What follows belongs to an exercise in optimizing a design on an open flow for small area, a short achievable clock period and few clock cycles per item; a production flow would make more cautious choices. The RTL was checked by simulation tests, not by an equivalence proof against the original design. No activity file was given, so power comes from the tool's default toggle rates.

## build 68
Design fxc_conv, start of the top module:
module fxc_conv (
    input  wire        clk,
    input  wire        rst,         
    input  wire        in_valid,
    output wire        in_ready,
    input  wire [31:0] in_cmd,
    input  wire [63:0] in_opnd,
    output reg         out_valid,
    output reg  [63:0] out_data,
    output reg  [1:0]  out_cause,   
    output reg  [2:0]  out_rd
);
    assign in_ready = 1'b1;
    wire [3:0] op  = in_cmd[31:28];
    wire [1:0] ws  = in_cmd[7:6];
    wire [5:0] n   = in_cmd[5:0];
    wire op_ok    = !op[3] && (op[2:0] != 3'd0);
    wire is_conv  = (op[2:1] == 2'b11);
    wire row_ok   = op_ok && (in_cmd[27:14] == 14'd0) &&
                    (is_conv || (in_cmd[13:11] == 3'd0));
    wire fmt_ok   = ws[1] ? (ws[0] || !n[5]) : (!n[5] && !n[4] && (ws[0] || !n[3]));
    wire [1:0] cause = !row_ok ? 2'd1 : (!fmt_ok ? 2'd2 : 2'd0);
    reg        v0;
    reg [63:0] d0;
    reg [2:0]  op0;
    reg [1:0]  ws0;
    reg [5:0]  n0;
    reg [2:0]  rd0;
    reg [1:0]  c0;
    always @(posedge clk) begin
        if (rst) v0 <= 1'b0;
        else     v0 <= in_valid;
        d0  <= in_opnd;
        op0 <= op[2:0];
  ...
clock: 12.0 ns
lec_check: 0
abc_area: 1
cap_margin: 20
core_margin: 2
core_utilization: 40
slew_margin: 20
standard.sh (not shown) runs the stock make flow with config.mk's settings and CLKGATE_MAP_FILE= SYNTH_SCRIPT=/design/flow/synth_recipe.tcl, a recipe that flattens the netlist after the stock synthesis.
==> flow/flow/run.sh <==
#!/bin/bash
# Standard ORFS layout, with timing repair aimed below the clock period.
set -euo pipefail
bash standard.sh SETUP_SLACK_MARGIN=8.8 finish > flow_make.log 2>&1
Testbench counts of build 68, summed over its fixed seeds: cycles 24,024, items 24,000.
The following lists how build 31 was set up differently from build 68:
Settings: ABC_AREA no longer set, was 1.
==> summary.txt <==
Build 31: no failed stages, no open violations at the end. Between build 68 and build 31, the flow reports power density relative to cell area increasing by a few percent. Re sum of met2 wire segment lengths after detailed routing: build 68 was higher than build 31. Post-route clock period utilization in build 31 is 9.9 points lower than in build 68. Die area: build 31 vs build 68 up about 5.4%. Relative to build 68, relative contribution of combinational cells to total power decreased by 6.2 points in build 31. Type of the worst setup path = register to register: build 68; type of the worst setup path = register to primary output: build 31. Count of non-CTS buffers in the layout down 202 in build 31 wrt build 68.
What build 48 does differently from build 31 at the input level:
Settings: ABC_CLOCK_PERIOD_IN_PS now 3000, previously not set.
==> flow/run.sh (new file) <==
#!/bin/bash
# synth_recipe.tcl (not shown) runs the flow's synth.tcl, then flattens the netlist and writes it again
# the make line also repeats each setting of config.mk as NAME=value (left out here)
make -C /OpenROAD-flow-scripts/flow DESIGN_CONFIG=/design/flow/config.mk WORK_HOME=/design/flow/orfs CLKGATE_MAP_FILE= SYNTH_SCRIPT=/design/flow/synth_recipe.tcl finish
removed: flow/flow/run.sh
removed: flow/standard.sh
==> summary.txt <==
Between build 31 and build 48, the layout-stage area growth over the synthesis result is higher for build 31.
Diff build 31..build 48 | overall overflow remaining after global route | unchanged
Build 48 did not stop at any stage, and its layout met the timing, DRC and antenna checks.
Build 31 ended up with out_data[10]$_SDFF_PP0_ as its launching instance or port of the critical path; build 48 ended up with out_data[46]$_SDFF_PP0_.
Delta (build 48 minus build 31): post-CTS setup buffer count lost 2; post-placement cell count neither gained nor lost much; power in sequential cells neither gained nor lost much.
When build 48 is measured against build 31, its global router's overall resource usage turns out 0.20 points higher.
When the final numbers for build 31 and build 48 were put side by side, the fraction of final layout cells sized beyond drive strength 1 turned out to be smaller in build 48.
Setup slack after layout for build 48: 0.43 ns down relative to build 31
Setup changes, build 48 to build 81
Settings: ABC_CLOCK_PERIOD_IN_PS: 3000 -> unset.
==> summary.txt <==
Re post-route minimum period: no difference whatsoever between build 81 and build 48. Synthesized cell count came out exactly the same in build 81 and build 48. | first-iteration DRC count | build 48 vs build 81 | ≈ equal |. From build 81 to build 48, die height did not move at all. Reported for build 81 and build 48, proportion of synthesized area in mux cells turned out identical to the last digit. There was hardly any difference in portion of the layout cell area used by non-clock buffers between build 48 and build 81. Count of clock-buffer cells in the layout: build 81 vs build 48 identical. Delta (build 81 minus build 48): combinational group power neither gained nor lost much; area added between synthesis and finish neither gained nor lost much. Worst setup slack after layout: build 81 vs build 48 identical. Comparing build 81 against build 48, there is no change at all in total routed wirelength.


Another version of the RTL of fxc_conv (not shown whole).
Size: roughly 2300 cells after synthesis, roughly 330 flip-flops, roughly 170 I/O pins.
==> flow/config.mk <==
export PLATFORM = sky130hd
export DESIGN_NAME = fxc_conv
export DESIGN_NICKNAME = fxc_conv
export VERILOG_FILES = /design/flow/design.v
export SDC_FILE = /design/flow/constraint.sdc
export NUM_CORES = 4
export LEC_CHECK = 0
export CAP_MARGIN = 20
export CORE_MARGIN = 2
export CORE_UTILIZATION = 45
export SLEW_MARGIN = 20
export TNS_END_PERCENT = 0
==> flow/constraint.sdc <==
create_clock -name core_clock -period 12.0 [get_ports {clk}]
set_input_delay 2.4000 -clock core_clock [delete_from_list [all_inputs] [get_ports {clk}]]
set_output_delay 2.4000 -clock core_clock [all_outputs]
set_load 0.01 [all_outputs]
==> flow/flow/run.sh <==
#!/bin/bash
# The standard layout (standard.sh) with: timing repair aimed below the
# clock period; resizing free of footprint matching; small port buffers
# (repair sizes up the ones on critical paths); ABC's buffers removed before
# placement (repair_design buffers again where needed); CTS without dummy
# loads, clkbuf_16 at the root and branch points and clkbuf_8 at the leaves,
# each leaf driving up to 16 registers.
# Each tool's output stays in orfs/logs; make's own output in flow_make.log.
set -euo pipefail
bash standard.sh SETUP_SLACK_MARGIN=8.6 MATCH_CELL_FOOTPRINT=0 REMOVE_ABC_BUFFERS=1 \
  "BUFFER_PORTS_ARGS=-buffer_cell sky130_fd_sc_hd__buf_1" \
  "CTS_ARGS=-sink_clustering_enable -sink_clustering_size 16 -sink_clustering_max_diameter 80 -repair_clock_nets -dont_use_dummy_load -root_buf sky130_fd_sc_hd__clkbuf_16 -tree_buf sky130_fd_sc_hd__clkbuf_16 -buf_list sky130_fd_sc_hd__clkbuf_8" \
  finish > flow_make.log 2>&1
Testbench counts at the start, summed over its fixed seeds: cycles 24,024, items 24,000.
Then changed:
==> flow/flow/run.sh (replaced) <==
#!/bin/bash
# The standard layout (standard.sh) with: timing repair aimed below the
# clock period; resizing free of footprint matching; small port buffers
# (repair sizes up the ones on critical paths); ABC's buffers removed before
# placement (repair_design buffers again where needed); CTS without dummy
# loads, clkbuf_16 at the root and branch points and clkbuf_8 at the leaves.
# Each tool's output stays in orfs/logs; make's own output in flow_make.log.
set -euo pipefail
bash standard.sh SETUP_SLACK_MARGIN=8.7 MATCH_CELL_FOOTPRINT=0 REMOVE_ABC_BUFFERS=1 \
  "BUFFER_PORTS_ARGS=-buffer_cell sky130_fd_sc_hd__buf_1" \
  "CTS_ARGS=-sink_clustering_enable -repair_clock_nets -dont_use_dummy_load -root_buf sky130_fd_sc_hd__clkbuf_16 -tree_buf sky130_fd_sc_hd__clkbuf_16 -buf_list sky130_fd_sc_hd__clkbuf_8" \
  finish > flow_make.log 2>&1
Settings changed: TNS_END_PERCENT 0 to default.
Die area is unchanged.
Design area climbs by a few percent.
Synthesized cell count is unchanged.
Non-clock buffer count goes up by 2.
Clock power climbs by well over a third.
Routed wire length rose slightly.
Critical path depth does not change.
Then changed:
==> flow/flow/run.sh (replaced) <==
#!/bin/bash
# The standard layout (standard.sh) with: timing repair aimed below the
# clock period; resizing free of footprint matching; small port buffers
# (repair sizes up the ones on critical paths); ABC's buffers removed before
# placement (repair_design buffers again where needed); CTS without dummy
# loads, clkbuf_16 at the root and branch points and clkbuf_8 at the leaves,
# each leaf driving up to 16 registers.
# Each tool's output stays in orfs/logs; make's own output in flow_make.log.
set -euo pipefail
bash standard.sh SETUP_SLACK_MARGIN=8.5 MATCH_CELL_FOOTPRINT=0 REMOVE_ABC_BUFFERS=1 \
  "BUFFER_PORTS_ARGS=-buffer_cell sky130_fd_sc_hd__buf_1" \
  "CTS_ARGS=-sink_clustering_enable -sink_clustering_size 16 -sink_clustering_max_diameter 80 -repair_clock_nets -dont_use_dummy_load -root_buf sky130_fd_sc_hd__clkbuf_16 -tree_buf sky130_fd_sc_hd__clkbuf_16 -buf_list sky130_fd_sc_hd__clkbuf_8" \
  finish > flow_make.log 2>&1
Settings changed: TNS_END_PERCENT from default to 10.
What happened:
- worst setup slack degrades by 0.050 ns
- worst hold slack improves by 0.011 ns
- final area is lower by about 3.2%
Then changed:
==> flow/flow/run.sh (replaced) <==
#!/bin/bash
# The standard layout (standard.sh) with: timing repair aimed below the
# clock period; resizing free of footprint matching; small port buffers
# (repair sizes up the ones on critical paths); ABC's buffers removed before
# placement (repair_design buffers again where needed); CTS without dummy
# loads, clkbuf_16 at the root and branch points and clkbuf_8 at the leaves.
# Each tool's output stays in orfs/logs; make's own output in flow_make.log.
set -euo pipefail
bash standard.sh SETUP_SLACK_MARGIN=8.6 MATCH_CELL_FOOTPRINT=0 REMOVE_ABC_BUFFERS=1 \
  "BUFFER_PORTS_ARGS=-buffer_cell sky130_fd_sc_hd__buf_1" \
  "CTS_ARGS=-sink_clustering_enable -repair_clock_nets -dont_use_dummy_load -root_buf sky130_fd_sc_hd__clkbuf_16 -tree_buf sky130_fd_sc_hd__clkbuf_16 -buf_list sky130_fd_sc_hd__clkbuf_8" \
  finish > flow_make.log 2>&1
Settings changed: TNS_END_PERCENT 10 to default.
Outcome:
- The new run finished clean
- hold slack gets worse by 0.011 ns
- register-to-register slack gets better by 0.05 ns
- clock skew grows by 0.029 ns
- critical path depth is unchanged
- synthesized area is unchanged
- total power grows by 14%
- clock power grows by 50%
- design area grows by 2.6%
- wire length grows by 0.70%
Then changed:
==> flow/flow/run.sh (replaced) <==
#!/bin/bash
# The standard layout (standard.sh) with: timing repair aimed below the
# clock period; resizing free of footprint matching; small port buffers
# (repair sizes up the ones on critical paths); ABC's buffers removed before
# placement (repair_design buffers again where needed); CTS without dummy
# loads, clkbuf_16 at the root and branch points and clkbuf_8 at the leaves,
# each leaf driving up to 16 registers.
# Each tool's output stays in orfs/logs; make's own output in flow_make.log.
set -euo pipefail
bash standard.sh SETUP_SLACK_MARGIN=8.6 MATCH_CELL_FOOTPRINT=0 REMOVE_ABC_BUFFERS=1 \
  "BUFFER_PORTS_ARGS=-buffer_cell sky130_fd_sc_hd__buf_1" \
  "CTS_ARGS=-sink_clustering_enable -sink_clustering_size 16 -sink_clustering_max_diameter 80 -repair_clock_nets -dont_use_dummy_load -root_buf sky130_fd_sc_hd__clkbuf_16 -tree_buf sky130_fd_sc_hd__clkbuf_16 -buf_list sky130_fd_sc_hd__clkbuf_8" \
  finish > flow_make.log 2>&1
Settings changed: PLACE_DENSITY from default to 0.75, TNS_END_PERCENT from default to 0.
The changed run passed the timing, DRC and antenna checks. Non-clock buffer count stays the same. Clock skew barely changes. Cell count fell slightly. Wire length fell by a few percent. Hold slack degrades by 0.011 ns. Clock power fell by a quarter to a third. Total power fell by roughly a tenth.
Then changed:
==> flow/flow/run.sh (replaced) <==
#!/bin/bash
# The standard layout (standard.sh) with timing repair aimed below the
# clock period, resizing free of footprint matching, and small port buffers
# (repair sizes up the ones on critical paths). Each tool's output stays in
# orfs/logs; make's own output is in flow_make.log.
set -euo pipefail
bash standard.sh SETUP_SLACK_MARGIN=8.6 MATCH_CELL_FOOTPRINT=0 \
  "BUFFER_PORTS_ARGS=-buffer_cell sky130_fd_sc_hd__buf_1" finish > flow_make.log 2>&1
Settings changed: CTS_BUF_LIST from default to sky130_fd_sc_hd__clkbuf_8, PLACE_DENSITY 0.75 to default, TNS_END_PERCENT 0 to default.
=> Area after synthesis stays the same. Synthesized cell count is unchanged. Core utilization rose by 2.7 points. Clock skew fell by 0.013 ns. Setup slack loses 0.088 ns. Via count rose by 0.36%. Routed wire length rose by 8.8%. Final cell count rose by 2.5%. Sequential power hardly moves.

==> afterwards: timing with drivers on the ports <==
No port has a modelled driver above. Below, the same layouts with a new extraction and two added sets of constraints.
Step 1: set_driving_cell puts a clkbuf_16 on clk and a buf_2 on each other input, an assumption about the parent block.
Step 2 adds t to the input delays and takes it off the output delays; t is the mean of the earliest and latest rising clock arrival at the registers after step 1. Input paths then give back, and output paths get back, about the clock's delay inside the block.
Slacks: ideal / step 1 / step 2; pairs: ideal / step 1.
run | shift t [ns] | slack for setup (ns) | latest minus earliest clock arrival (ns) | slew at the worst register clock pin (ns)
build 68 | 0.626 | 7.428 / 7.428 / 7.428 | 0.016 / 0.016 | 0.06 / 0.06
build 31 | 0.601 | 8.614 / 8.562 / 8.308 | 0.024 / 0.024 | 0.07 / 0.07
build 48 | 0.604 | 8.186 / 8.132 / 8.171 | 0.023 / 0.024 | 0.07 / 0.07
build 81 | 0.604 | 8.186 / 8.132 / 8.171 | 0.023 / 0.024 | 0.07 / 0.07
the first run of note 2 | 0.572 | 8.605 / 8.553 / 8.141 | 0.030 / 0.031 | 0.11 / 0.11
the second run of note 2 | 0.573 | 8.619 / 8.566 / 8.249 | 0.061 / 0.061 | 0.06 / 0.06
the third run of note 2 | 0.570 | 8.569 / 8.518 / 8.133 | 0.029 / 0.030 | 0.10 / 0.10
the fourth run of note 2 | 0.574 | 8.619 / 8.566 / 8.160 | 0.062 / 0.062 | 0.06 / 0.06
the fifth run of note 2 | 0.564 | 8.603 / 8.558 / 8.067 | 0.060 / 0.060 | 0.10 / 0.10
the sixth run of note 2 | 0.682 | 8.515 / 8.468 / 8.141 | 0.046 / 0.047 | 0.07 / 0.07
After both steps setup and hold are still met in every run listed. The setup slack of the fifth run of note 2, which loses most, moves by -0.045 ns with the drivers and by -0.536 ns with both steps.
